Context: an optimization exercise on an open-source flow, tuned for small area, a short achievable clock period and few clock cycles. The choices shown serve that exercise and are no tape-out recipe.
The RTL was checked by simulation tests, not by an equivalence proof against the original design.
The flow treats the clock pin as an ideal source, which a real chip does not have.
Power figures rest on the tool's default switching activity, not on a simulated workload.

==> wip/delta: inputs <==
## tce
module tce (
  input  wire        clk,
  input  wire        rst,
  input  wire [4:0]  bus_addr,
  input  wire        bus_wr,
  input  wire        bus_rd,
  input  wire [31:0] bus_wdata,
  output reg  [31:0] bus_rdata,
  output wire        busy
);
==> flow/config.mk <==
export PLATFORM = sky130hd
export DESIGN_NAME = tce
export DESIGN_NICKNAME = tce
export VERILOG_FILES = /design/flow/design.v
export SDC_FILE = /design/flow/constraint.sdc
export NUM_CORES = 4
export LEC_CHECK = 0
export ABC_AREA = 1
export CAP_MARGIN = 20
export CORE_MARGIN = 2
export CORE_UTILIZATION = 55
export CTS_BUF_LIST = sky130_fd_sc_hd__clkbuf_4 sky130_fd_sc_hd__clkbuf_8
export CTS_CLUSTER_SIZE = 20
export SLEW_MARGIN = 20
==> flow/constraint.sdc <==
create_clock -name core_clock -period 32.0 [get_ports {clk}]
set_input_delay 6.4000 -clock core_clock [delete_from_list [all_inputs] [get_ports {clk}]]
set_output_delay 6.4000 -clock core_clock [all_outputs]
set_load 0.01 [all_outputs]
standard.sh (not shown) runs the stock make flow with config.mk's settings and CLKGATE_MAP_FILE= SYNTH_SCRIPT=/design/flow/synth_recipe.tcl, a recipe that flattens the netlist after the stock synthesis.
==> flow/flow/run.sh <==
#!/bin/bash
# Standard ORFS layout, tuned for a short achieved clock period:
#  - after CTS the delay cells ORFS puts on the ports are replaced by plain
#    buffers and setup is repaired against a ~15 ns target (flow/tune.tcl);
#  - the global-route stage's repair_timing then aims at a setup slack of
#    17 ns against the 32 ns clock, using global-route parasitics.
# Each tool's output goes to its own log in this folder.
set -euo pipefail
bash standard.sh cts > std_to_cts.log 2>&1
export RESULTS="$PWD/orfs/results/${FLOW_PLATFORM}/tce/base"
openroad -no_init -exit flow/tune.tcl > tune.log 2>&1
SETUP_SLACK_MARGIN=17 bash standard.sh > std_finish.log 2>&1
test -f out/final.def
==> flow/flow/tune.tcl <==
# Post-CTS timing tune: replace the delay cells ORFS puts on the ports with
# plain buffers, then repair setup with a margin, then legalise.
set plat $::env(FLOW_HOME)/platforms/$::env(FLOW_PLATFORM)
read_liberty $plat/lib/sky130_fd_sc_hd__tt_025C_1v80.lib
read_db $::env(RESULTS)/4_cts.odb
read_sdc $::env(RESULTS)/4_cts.sdc
source $plat/setRC.tcl
set_dont_use [list sky130_fd_sc_hd__probe_p_8 sky130_fd_sc_hd__probec_p_8 \
  sky130_fd_sc_hd__lpflow_* sky130_fd_sc_hd__clkdlybuf4s*]
estimate_parasitics -placement
report_worst_slack
report_design_area
set n 0
foreach inst [get_cells -filter "ref_name =~ sky130_fd_sc_hd__clkdlybuf4s*"] {
  set nm [get_full_name $inst]
  if {[string match input* $nm] || [string match output* $nm]} {
    replace_cell $inst sky130_fd_sc_hd__buf_2
    incr n
  }
}
puts "port buffers replaced: $n"
estimate_parasitics -placement
repair_design -slew_margin 20 -cap_margin 20
repair_timing -setup -setup_margin 17 -skip_pin_swap
detailed_placement
check_placement
estimate_parasitics -placement
report_worst_slack
report_design_area
write_db $::env(RESULTS)/4_cts.odb
==> inputs of wip/tundra, as changes to wip/delta <==
==> flow/flow/run.sh (replaced) <==
#!/bin/bash
# Standard ORFS layout, tuned for a short achieved clock period:
#  - after CTS the delay cells ORFS puts on the ports are replaced by plain
#    buffers and setup is repaired against a ~15.5 ns target (flow/tune.tcl);
#  - the global-route stage's repair_timing then aims at a setup slack of
#    16.5 ns against the 32 ns clock, using global-route parasitics.
# Each tool's output goes to its own log in this folder.
set -euo pipefail
bash standard.sh cts > std_to_cts.log 2>&1
export RESULTS="$PWD/orfs/results/${FLOW_PLATFORM}/tce/base"
openroad -no_init -exit flow/tune.tcl > tune.log 2>&1
SETUP_SLACK_MARGIN=16.5 bash standard.sh > std_finish.log 2>&1
test -f out/final.def
--- a/flow/flow/tune.tcl
+++ b/flow/flow/tune.tcl
@@ -23,3 +23,3 @@
 repair_design -slew_margin 20 -cap_margin 20
-repair_timing -setup -setup_margin 17 -skip_pin_swap
+repair_timing -setup -setup_margin 16.5 -skip_pin_swap
 detailed_placement
--- a/flow/config.mk
+++ b/flow/config.mk
@@ -11,4 +11,2 @@
 export CORE_UTILIZATION = 55
-export CTS_BUF_LIST = sky130_fd_sc_hd__clkbuf_4 sky130_fd_sc_hd__clkbuf_8
-export CTS_CLUSTER_SIZE = 20
 export SLEW_MARGIN = 20
==> inputs of wip/indigo, as changes to wip/delta <==
==> flow/run.sh (new file) <==
#!/bin/bash
# synth_recipe.tcl (not shown) runs the flow's synth.tcl, then flattens the netlist and writes it again
# the make line also repeats each setting of config.mk as NAME=value (left out here)
make -C /OpenROAD-flow-scripts/flow DESIGN_CONFIG=/design/flow/config.mk WORK_HOME=/design/flow/orfs CLKGATE_MAP_FILE= SYNTH_SCRIPT=/design/flow/synth_recipe.tcl finish
--- a/flow/config.mk
+++ b/flow/config.mk
@@ -10,5 +10,3 @@
 export CORE_MARGIN = 2
-export CORE_UTILIZATION = 55
-export CTS_BUF_LIST = sky130_fd_sc_hd__clkbuf_4 sky130_fd_sc_hd__clkbuf_8
-export CTS_CLUSTER_SIZE = 20
+export CORE_UTILIZATION = 65
 export SLEW_MARGIN = 20
removed: flow/flow/run.sh
removed: flow/flow/tune.tcl
removed: flow/standard.sh
==> inputs of wip/lagoon, as changes to wip/delta <==
==> flow/flow/run.sh (replaced) <==
#!/bin/bash
# Standard ORFS layout, with one extra step after CTS: the port buffers are
# resized and the resizer repairs setup against a tighter target, so the
# achieved clock period is short. Each tool's output goes to its own log.
set -euo pipefail
bash standard.sh cts > std_to_cts.log 2>&1
export RESULTS="$PWD/orfs/results/${FLOW_PLATFORM}/tce/base"
openroad -no_init -exit flow/tune.tcl > tune.log 2>&1
bash standard.sh > std_finish.log 2>&1
test -f out/final.def
--- a/flow/flow/tune.tcl
+++ b/flow/flow/tune.tcl
@@ -23,3 +23,3 @@
 repair_design -slew_margin 20 -cap_margin 20
-repair_timing -setup -setup_margin 17 -skip_pin_swap
+repair_timing -setup -setup_margin 18 -skip_pin_swap
 detailed_placement
--- a/flow/config.mk
+++ b/flow/config.mk
@@ -10,5 +10,3 @@
 export CORE_MARGIN = 2
-export CORE_UTILIZATION = 55
-export CTS_BUF_LIST = sky130_fd_sc_hd__clkbuf_4 sky130_fd_sc_hd__clkbuf_8
-export CTS_CLUSTER_SIZE = 20
+export CORE_UTILIZATION = 65
 export SLEW_MARGIN = 20
==> qor summary <==
item                                                                  wip/indigo  wip/lagoon  wip/tundra  wip/delta
R2r worst-path depth                                                          53          54          53         40
Wirelength per Cell                                                      26.1 µm     26.5 µm     25.7 µm    25.6 µm
Final nets                                                                 5,250       5,354       5,265      5,342
Detailed-route wire length on metal 1                                  53,300 µm   53,600 µm   59,900 µm  60,200 µm
Initial core utilization                                                   65.7%       65.7%       55.4%      55.4%
Post-route fraction of the period consumed by the critical path            54.6%       47.5%       48.5%      47.0%
Maximum cell stage delay along the critical path                         1.05 ns     0.53 ns     0.52 ns    0.21 ns
Final worst path period need                                            17.47 ns    15.19 ns    15.53 ns   15.05 ns
Clock H-tree levels                                                            2           2           2          3
Non-clock buffering overhead in the final layout                           2.61%       3.64%       2.00%      2.79%
Reported net switching power                                             2.58 mW     2.61 mW     2.54 mW    2.56 mW
Sequential fraction of total cell area                                     31.1%       30.0%       31.1%      30.4%
Part of the power in combinational logic                                   69.0%       69.2%       68.6%      68.2%
Leakage power figure                                                     17.2 nW     17.8 nW     17.3 nW    17.8 nW
Outcome                                                 timing/DRC/antenna clean  timing/DRC/antenna clean  timing/DRC/antenna clean  timing/DRC/antenna clean
Routing usage on met2                                                      70.3%       72.9%       61.2%      61.2%
Count of placed standard cells in the final layout, fillers left out       5,754       5,863       5,886      5,996
Testbench counts of wip/delta, summed over its fixed seeds: cycles 171,953.
Testbench counts of wip/tundra, summed over its fixed seeds: cycles 171,953.
Testbench counts of wip/indigo, summed over its fixed seeds: cycles 171,953.
Testbench counts of wip/lagoon, summed over its fixed seeds: cycles 171,953.

-- afterwards: timing with drivers on the ports --
The flow's constraints put no driver on any port. The routed layouts listed below were extracted and timed again, unchanged, in two steps. Step 1: set_driving_cell puts a clkbuf_16 on clk and a buf_2 on each other input, an assumption about the parent block. Step 2 times the ports against the registers' clock, not the clock port: input delays grow and output delays shrink by t, the midpoint of the rising clock arrivals with the driver on. Three values: ideal, step 1, step 2; two values: the first two.
| run | t, ns | slack for setup (ns) | worst setup path at the end |
|---|---|---|---|
| wip/delta | 0.756 | 16.950 / 16.871 / 16.871 | input to output |
| wip/tundra | 0.680 | 16.466 / 16.351 / 16.351 | input to output |
| wip/indigo | 0.695 | 14.534 / 14.491 / 14.491 | input to output |
| wip/lagoon | 0.697 | 16.805 / 16.745 / 16.745 | input to output |
After both steps setup and hold are still met in every run listed. For wip/tundra, which loses most, drivers alone change the setup slack by -0.115 ns; drivers and shift together by -0.115 ns.
